This is an optimization exercise on Yosys and OpenROAD, whose aim is small area, not a production implementation.
Function was checked by simulation only, so behaviour that the tests miss may differ from the original.
Power figures rest on the tool's default switching activity, not on a simulated workload.

===== design/flow/config.mk =====
export PLATFORM = sky130hd
export DESIGN_NAME = hlm_top
export DESIGN_NICKNAME = hlm_top
export VERILOG_FILES = /design/flow/design.v
export SDC_FILE = /design/flow/constraint.sdc
export NUM_CORES = 4
export LEC_CHECK = 0
export CAP_MARGIN = 20
export CORE_MARGIN = 2
export CORE_UTILIZATION = 40
export SLEW_MARGIN = 20

===== design/flow/constraint.sdc =====
create_clock -name core_clock -period 6.0 [get_ports {clk}]
set_input_delay 1.2000 -clock core_clock [delete_from_list [all_inputs] [get_ports {clk}]]
set_output_delay 1.2000 -clock core_clock [all_outputs]
set_load 0.01 [all_outputs]

===== design/flow/design.v =====
module hlm_mii (
    input  wire        clk,
    input  wire        rst,
    input  wire        acc_we,       
    input  wire [15:0] acc_wdata,
    input  wire        data_we,      
    input  wire [15:0] data_wdata,
    output wire [15:0] acc_rdata,    
    output wire [15:0] data_rdata,   
    output wire        busy,
    output wire        mdc,
    output wire        mdio_o,
    output wire        mdio_oe,
    input  wire        mdio_i
);
    reg  [15:1] acc_q;       
    reg  [15:0] data_q;      
    reg         eng_busy;
    reg  [7:0]  cnt;         
    wire [5:0] slot = cnt[7:2];
    wire       wr   = acc_q[1];
    wire       data_slot = (slot[5:4] == 2'b11);
    always @(posedge clk) begin
        if (rst) begin
            acc_q    <= 15'd0;
            data_q   <= 16'd0;
            eng_busy <= 1'b0;
            cnt      <= 8'd0;
        end else begin
            if (acc_we && !eng_busy) begin
                acc_q <= acc_wdata[15:1];
                if (acc_wdata[0])
                    eng_busy <= 1'b1;
            end else if (cnt == 8'hFF) begin
                eng_busy <= 1'b0;
            end
            if (eng_busy)
                cnt <= cnt + 8'd1;
            if (data_we)
                data_q <= data_wdata;
            else if (eng_busy && data_slot && cnt[0] && (cnt[1] == wr))
                data_q <= {data_q[14:0], wr ? data_q[15] : mdio_i};
        end
    end
    reg hdr_bit;
    always @(*) begin
        case (slot[3:0])
            4'd0:  hdr_bit = 1'b0;
            4'd1:  hdr_bit = 1'b1;
            4'd2:  hdr_bit = !wr;
            4'd3:  hdr_bit = wr;
            4'd4:  hdr_bit = acc_q[15];
            4'd5:  hdr_bit = acc_q[14];
            4'd6:  hdr_bit = acc_q[13];
            4'd7:  hdr_bit = acc_q[12];
            4'd8:  hdr_bit = acc_q[11];
            4'd9:  hdr_bit = acc_q[10];
            4'd10: hdr_bit = acc_q[9];
            4'd11: hdr_bit = acc_q[8];
            4'd12: hdr_bit = acc_q[7];
            4'd13: hdr_bit = acc_q[6];
            4'd14: hdr_bit = 1'b1;
            default: hdr_bit = 1'b0;
        endcase
    end
    assign mdc     = cnt[1];
    assign mdio_o  = !slot[5] | (slot[4] ? (wr & data_q[15]) : hdr_bit);
    assign mdio_oe = eng_busy & (wr | !(data_slot | (slot[5:1] == 5'b10111)));
    assign busy    = eng_busy;
    assign acc_rdata  = {acc_q, eng_busy};
    assign data_rdata = data_q;
endmodule
module hlm_seq (
    input  wire        clk,
    input  wire        rst,
    input  wire        cmd_valid,
    output wire        cmd_ready,
    input  wire [2:0]  cmd_len,
    input  wire [31:0] cmd_w0,
    input  wire [31:0] cmd_w1,
    input  wire [31:0] cmd_w2,
    input  wire [31:0] cmd_w3,
    input  wire [31:0] cmd_w4,
    output reg         rsp_valid,
    output wire [31:0] rsp_status,
    output wire [31:0] rsp_info,
    output wire [31:0] rsp_res,
    output reg         bus_req,
    output wire        bus_we,
    output wire [11:0] bus_addr,
    output wire [31:0] bus_wdata,
    input  wire        bus_ack,
    input  wire [31:0] bus_rdata,
    input  wire        bus_err,
    output reg         acc_we,
    output reg  [15:0] acc_wdata,
    output reg         data_we,
    output reg  [15:0] data_wdata,
    input  wire [15:0] acc_rdata,
    input  wire [15:0] data_rdata,
    input  wire        mii_busy
);
    reg         st_int;      
    reg         st_mdio;     
    reg  [2:0]  step;        
    reg         wr;          
    reg         c45;         
    reg  [31:0] res_q;       
    reg  [11:0] addr_q;      
    reg  [3:0]  info_q;      
    reg         ioerr_q;     
    assign cmd_ready  = !(bus_req | st_int | st_mdio);
    assign rsp_status = {29'd0, ioerr_q, 1'b0, |info_q};
    assign rsp_info   = {28'd0, info_q[3:1], info_q[0] | ioerr_q};
    assign rsp_res    = res_q;
    assign bus_we     = wr;
    assign bus_addr   = addr_q;
    assign bus_wdata  = res_q;
    wire [4:0] code  = cmd_w0[4:0];
    wire known  = !(|cmd_w0[31:5]) &&
                  (code[4:1] == 4'b0100 || code[4:2] == 3'b100);
    wire is_reg = !code[4];
    wire is_c45 = code[1];
    wire [2:0] want_len = (is_reg ? 3'd2 : is_c45 ? 3'd4 : 3'd3) + {2'd0, code[0]};
    wire len_ok  = (cmd_len == want_len);
    wire w1_hi   = |cmd_w1[31:12];
    wire w1_ge32 = w1_hi | (|cmd_w1[11:5]);
    wire w2_ge32 = |cmd_w2[31:5];
    wire w3_big  = |cmd_w3[31:16];
    wire w4_big  = |cmd_w4[31:16];
    reg [3:0]  v_info;
    reg [31:0] v_res;
    always @(*) begin
        v_info = 4'd0;
        v_res  = cmd_w2;
        if (!known) begin
            v_info = 4'd7; v_res = cmd_w0;
        end else if (!len_ok) begin
            v_info = 4'd8; v_res = {29'd0, cmd_len};
        end else if (is_reg) begin
            if (w1_hi) begin v_info = 4'd1; v_res = cmd_w1; end
        end else if (w1_ge32) begin
            v_info = 4'd2; v_res = cmd_w1;
        end else if (w2_ge32) begin
            v_info = is_c45 ? 4'd4 : 4'd3; v_res = cmd_w2;
        end else if (is_c45 && w3_big) begin
            v_info = 4'd5; v_res = cmd_w3;
        end else if (code[0] && (is_c45 ? w4_big : w3_big)) begin
            v_info = 4'd6; v_res = is_c45 ? cmd_w4 : cmd_w3;
        end else begin
            v_res = {cmd_w4[15:0], cmd_w3[15:0]};
        end
    end
    wire v_fail = (v_info != 4'd0);
    wire is_mii = (cmd_w1[11:0] == 12'h120) || (cmd_w1[11:0] == 12'h124);
    wire [4:0]  phy   = addr_q[4:0];
    wire [4:0]  regad = addr_q[9:5];
    wire        last  = (step[1:0] == 2'd3);
    wire [4:0]  t_reg = (last && !c45) ? regad : (step[0] ? 5'h0E : 5'h0D);
    wire [15:0] t_acc = {phy, t_reg, 4'd0, !last | wr, 1'b1};
    reg  [15:0] t_data;
    always @(*) begin
        case (step[1:0])
            2'd0:    t_data = {11'd0, regad};
            2'd1:    t_data = res_q[15:0];
            2'd2:    t_data = {2'b01, 9'd0, regad};
            default: t_data = c45 ? res_q[31:16] : res_q[15:0];
        endcase
    end
    wire launch = st_mdio && !mii_busy && !step[2];
    always @(*) begin
        acc_we     = 1'b0;
        data_we    = 1'b0;
        acc_wdata  = t_acc;
        data_wdata = t_data;
        if (st_int) begin
            acc_wdata  = res_q[15:0];
            data_wdata = res_q[15:0];
            acc_we     = wr && !addr_q[2];
            data_we    = wr && addr_q[2];
        end else if (launch) begin
            acc_we  = 1'b1;
            data_we = 1'b1;
        end
    end
    always @(posedge clk) begin
        if (rst) begin
            st_int    <= 1'b0;
            st_mdio   <= 1'b0;
            bus_req   <= 1'b0;
            rsp_valid <= 1'b0;
        end else begin
            rsp_valid <= 1'b0;
            if (cmd_valid && cmd_ready) begin
                res_q   <= v_res;
                info_q  <= v_info;
                ioerr_q <= 1'b0;
                wr      <= code[0];
                c45     <= is_c45;
                addr_q  <= {cmd_w1[11:10], is_reg ? cmd_w1[9:5] : cmd_w2[4:0], cmd_w1[4:0]};
                step    <= is_c45 ? 3'd0 : 3'd3;
                if (v_fail)
                    rsp_valid <= 1'b1;
                else if (!is_reg)
                    st_mdio <= 1'b1;
                else if (is_mii)
                    st_int <= 1'b1;
                else
                    bus_req <= 1'b1;
            end
            if (st_int) begin
                st_int    <= 1'b0;
                rsp_valid <= 1'b1;
                res_q     <= wr ? 32'd0 :
                             {16'd0, addr_q[2] ? data_rdata : acc_rdata};
            end
            if (bus_req && bus_ack) begin
                bus_req   <= 1'b0;
                rsp_valid <= 1'b1;
                ioerr_q   <= bus_err;
                res_q     <= (wr && !bus_err) ? 32'd0 : bus_rdata;
            end
            if (st_mdio && !mii_busy) begin
                if (step[2]) begin
                    st_mdio   <= 1'b0;
                    rsp_valid <= 1'b1;
                    res_q     <= wr ? 32'd0 : {16'd0, data_rdata};
                end else begin
                    step <= step + 3'd1;
                end
            end
        end
    end
endmodule
module hlm_top (
    input  wire        clk,
    input  wire        rst,
    input  wire        cmd_valid,
    output wire        cmd_ready,
    input  wire [2:0]  cmd_len,
    input  wire [31:0] cmd_w0,
    input  wire [31:0] cmd_w1,
    input  wire [31:0] cmd_w2,
    input  wire [31:0] cmd_w3,
    input  wire [31:0] cmd_w4,
    output wire        rsp_valid,
    output wire [31:0] rsp_status,
    output wire [31:0] rsp_info,
    output wire [31:0] rsp_res,
    output wire        bus_req,
    output wire        bus_we,
    output wire [11:0] bus_addr,
    output wire [31:0] bus_wdata,
    input  wire        bus_ack,
    input  wire [31:0] bus_rdata,
    input  wire        bus_err,
    output wire        mdc,
    output wire        mdio_o,
    output wire        mdio_oe,
    input  wire        mdio_i
);
    wire        acc_we, data_we, mii_busy;
    wire [15:0] acc_wdata, data_wdata;
    wire [15:0] acc_rdata, data_rdata;
    hlm_seq u_seq (
        .clk(clk), .rst(rst),
        .cmd_valid(cmd_valid), .cmd_ready(cmd_ready), .cmd_len(cmd_len),
        .cmd_w0(cmd_w0), .cmd_w1(cmd_w1), .cmd_w2(cmd_w2), .cmd_w3(cmd_w3), .cmd_w4(cmd_w4),
        .rsp_valid(rsp_valid), .rsp_status(rsp_status), .rsp_info(rsp_info), .rsp_res(rsp_res),
        .bus_req(bus_req), .bus_we(bus_we), .bus_addr(bus_addr), .bus_wdata(bus_wdata),
        .bus_ack(bus_ack), .bus_rdata(bus_rdata), .bus_err(bus_err),
        .acc_we(acc_we), .acc_wdata(acc_wdata), .data_we(data_we), .data_wdata(data_wdata),
        .acc_rdata(acc_rdata), .data_rdata(data_rdata), .mii_busy(mii_busy)
    );
    hlm_mii u_mii (
        .clk(clk), .rst(rst),
        .acc_we(acc_we), .acc_wdata(acc_wdata), .data_we(data_we), .data_wdata(data_wdata),
        .acc_rdata(acc_rdata), .data_rdata(data_rdata), .busy(mii_busy),
        .mdc(mdc), .mdio_o(mdio_o), .mdio_oe(mdio_oe), .mdio_i(mdio_i)
    );
endmodule

===== design/flow/run.sh =====
#!/bin/bash
# synth_recipe.tcl (not shown) runs the flow's synth.tcl, then flattens the netlist and writes it again
# the make line also repeats each setting of config.mk as NAME=value (left out here)
make -C /OpenROAD-flow-scripts/flow DESIGN_CONFIG=/design/flow/config.mk WORK_HOME=/design/flow/orfs CLKGATE_MAP_FILE= SYNTH_SCRIPT=/design/flow/synth_recipe.tcl finish

==> results.sh <==
export IMPL_p_per_area_nw_per_um2=164.6
export IMPL_synth_area_top_cells="edfxtp_1 20%, dfxtp_1 11%, buf_4 8.8%, a21oi_1 7.7%, mux2i_1 6.9%"
export IMPL_gp_congestion=1.039
export IMPL_place_area_um2=10640
export IMPL_crit_path_end_kind="register"
export IMPL_grt_overflow=0
export IMPL_use_met1_pct=49.95
export IMPL_synthToLayoutAreaGrowth_pct=36.07
export IMPL_nets=1414
export IMPL_postCtsSetupBuffers=0
export IMPL_p_comb_share_pct=25.0
export IMPL_dpl_hpwl_um=31510
export IMPL_setup_viol=0
export IMPL_use_met3_pct=5.016
export IMPL_max_stage_delay_ps=750
export IMPL_drc=0
export IMPL_synth_edf_count=54
export IMPL_switching_power_mw=0.5341
export IMPL_clk_pin_slew_ps=70
export IMPL_grt_pass1_wl_um=56720
export IMPL_min_path_type="reg -> reg"
export IMPL_wl_per_cell_um=26.50
export IMPL_grt_start_max_net_pins=50
export IMPL_path_buf_inv=1
export IMPL_fill_cells=1884
export IMPL_ios=348
export IMPL_cts_hold_buf=0
export IMPL_synth_area_um2=8028
export IMPL_initial_core_util_pct=40.98
export IMPL_synth_warnings=2
export IMPL_post_route_period_util_pct=74.53
export IMPL_critical_path_class="in -> reg"
export IMPL_cap_violations=0
export IMPL_synth_seq_cells=98
export IMPL_final_cells=1477
export IMPL_async_reset_ff_share_pct=0
export IMPL_cts_htree_levels=3
export IMPL_dieHeight_um=145.7
export IMPL_num_rows=51
export IMPL_clock_latency_ps=360
export IMPL_crit_required_ps=6200
export IMPL_portBuffers=289
export IMPL_ys_seq_area_share_pct=31.17
export IMPL_cts_tree="yes"
export IMPL_cell_internal_pwr_mw=1.264
export IMPL_slowest_stage="nor2_1"
export IMPL_numCtsBuffers=9
export IMPL_fp_dieW_um=145.7
export IMPL_seq_area_um2=2502
export IMPL_clock_skew_ps=16.69
export IMPL_synth_top_area_share_pct=20.20
export IMPL_fin_hold_ws_ps=465.3
export IMPL_grt_usage_pct=35.42
export IMPL_core_area_um2=19590
export IMPL_p_seq_share_pct=43.3
export IMPL_cts_sinks=98
export IMPL_first_iter_violations=1220
export IMPL_drtPass1Iterations=6
export IMPL_cpMostUsedCell="nand2_1"
export IMPL_outcome="timing/DRC/antenna clean"
export IMPL_layout_min_cycle_time_ps=4472
export IMPL_cts_resized=0
export IMPL_final_layout_size_suffix_gt1_share_pct=5.198
export IMPL_synth_top_area_cell="edfxtp_1"
export IMPL_hold_viol_final=0
export IMPL_n_antenna_cell=0
export IMPL_cp_start_kind="primary input"
export IMPL_finalWirelength_um=39150
export IMPL_netlist_instances=996
export IMPL_gr_max_usage_layer="met2"
export IMPL_gr_usage_met2_pct=56.06
export IMPL_dpl_cell_count=1461
export IMPL_ant_nets=0
export IMPL_avgSynthCellArea_um2=8.060
export IMPL_crit_chain="clkdlybuf4s50_1 -> nor4_1 -> nand2_1 -> nor4_4 -> nand2_1 -> nor2_1 -> o2111ai_1 -> a21oi_1"
export IMPL_worstPathMaxFanout=12
export IMPL_post_route_util_pct=55.76
export IMPL_final_area_um2=10920
export IMPL_critical_path_top_delay_family="simple AND/OR/NAND/NOR gates"
export IMPL_cts_root_buf="clkbuf_16"
export IMPL_clockPowerShare_pct=31.7
export IMPL_grt_pass1_vias=8536
export IMPL_ir_worst_vdd_mv=0.1009
export IMPL_tightest_slew_ps=1022
export IMPL_slew_viol_final=0
export IMPL_antenna_found_initial=0
export IMPL_synth_ff_type="edfxtp_1"
export IMPL_via_per_inst=6.151
export IMPL_dieArea_um2=21220
export IMPL_cellLeakagePower_nw=3.990
export IMPL_yosysUniqueCellTypes=67
export IMPL_multi_input_area_um2=4732
export IMPL_max_freq_ghz=0.2236
export IMPL_switching_share_pct=29.71
export IMPL_num_vias=9085
export IMPL_cp_arrival_ps=4670
export IMPL_tns_ps=0
export IMPL_clk_path_buf_depth=2
export IMPL_rsz0062_at_grt="false"
export IMPL_relSlewSlack_pct=31.68
-- flip-flops by register name, indices dropped and copies added, names as in the netlist --
name	flops
u_mii.acc_q	15
u_seq.st_int	1
u_seq.addr_q	12
u_seq.bus_req	1
u_mii.eng_busy	1
u_seq.res_q	32
u_seq.rsp_valid	1
u_seq.c45	1
u_seq.info_q	4
u_mii.data_q	16
u_seq.ioerr_q	1
u_seq.st_mdio	1
u_seq.step	3
u_mii.cnt	8
u_seq.wr	1
-- metrics by stage --
step / worst slack [ps] / power, mW
after global routing: 1322 / 1.846
after floorplan: 2448 / 0.9731
after global placement: 1426 / 1.233
after detailed placement: 1311 / 1.232
final: 1528 / 1.798
after CTS: 1658 / 1.789
-- per-layer routing --
layer  part of all wire [%]  vias up
met1                     42     4310
met3                    9.5       67
met2                     46      679
met4                    3.2        0
li1                       -     4029
met5                      0        -
-- layout make-up --
class	count	share of cell area, %
multi-input combinational	778	43.32
timing repair buffer	307	27.72
sequential	98	22.91
tap	265	3.036
clock buffer	11	2.222
inverter	13	0.4467
clock inverter	5	0.3436
-- worst min-delay path, stage by stage, from the launching register on --
cell     delay, ps
dfxtp_1        320
nand2_1         50
a21oi_1         50
-- synthesized netlist by cell type, types with 22 or more instances --
library cell / number
nor2_1: 111
o21ai_0: 33
o21ai_1: 31
nand2_1: 71
mux2i_1: 55
nor4_1: 34
nand3_1: 22
a21oi_1: 123
a211oi_1: 32
edfxtp_1: 54
buf_4: 94
o221ai_1: 24
dfxtp_1: 44
clkbuf_1: 58
-- cell families (layout without fill, tap and decap cells) --
logic type	Yosys count	after routing	share of synthesized area, %
AO/OA/AOI/OAI	326	326	25.89
flip-flops	98	98	31.17
adder cells (fa/ha/maj)	6	6	0.9351
buffers and inverters	177	336	12.84
multiplexers	72	72	9.523
AND/OR/NAND/NOR	307	307	18.61
other	1	58	0.04671
XOR/XNOR	9	9	0.9820
-- final timing paths --
| path | startpoint | end | slack, ps | cells after the start |
|---|---|---|---|---|
| hold reg to reg | u_mii.acc_q[5] | u_mii.acc_q[5] | 470 | 2 |
| setup reg to reg | u_seq.st_int | u_seq.res_q[31] | 2950 | 6 |
| setup / recovery | cmd_w0[7] | u_seq.res_q[31] | 1530 | 8 |
| hold / removal | u_mii.acc_q[5] | u_mii.acc_q[5] | 470 | 2 |
-- power groups by stage --
stage	combinational, mW	clock (mW)	sequential (mW)
CTS	0.442	0.569	0.778
global placement	0.440	0	0.792
finish	0.449	0.569	0.779
global route	0.470	0.595	0.781
detailed placement	0.439	0	0.793
floorplan	0.193	0	0.780
-- cells in the final DEF, fill, tap and decap left out, drive strengths merged, types with 5 or more instances in the layout --
master,n
a211o,14
o2111ai,12
o22ai,8
o211ai,5
or4,7
o221ai,24
and3,12
nor3,17
dfxtp,44
buf,18
ha,6
nor4,35
clkbuf,11
or2,5
nor2,111
clkdlybuf4s50,289
xor2,7
conb,58
or3,6
a211oi,32
a221oi,13
nand2,72
mux2i,55
nand4,6
inv,14
a21oi,123
nand3,22
edfxtp,54
o21ai,64
mux2,15

## static timing again, ports no longer ideal
Ports are ideal in the flow. The routed layout listed here was re-timed in OpenROAD.
Step 1 sets driving cells, clkbuf_16 on the clock port and buf_2 on the other inputs (assumed; they add their load-dependent delay and slew).
Step 2 also shifts input and output timing later by t, the mid clock arrival at the registers, as if the neighbouring blocks saw the same clock.
Three values: no drivers, after step 1, after step 2; two values: the first two.
t (ns): 0.403
slack for setup (ns): 1.528 / 1.551 / 1.148
hold slack, ns: 0.465 / 0.465 / 0.465
worst slew at a driven data input, ns: 0.08
After both steps this run still meets setup and hold. The setup slack of this run moves by +0.023 ns with the drivers and by -0.380 ns with both steps.
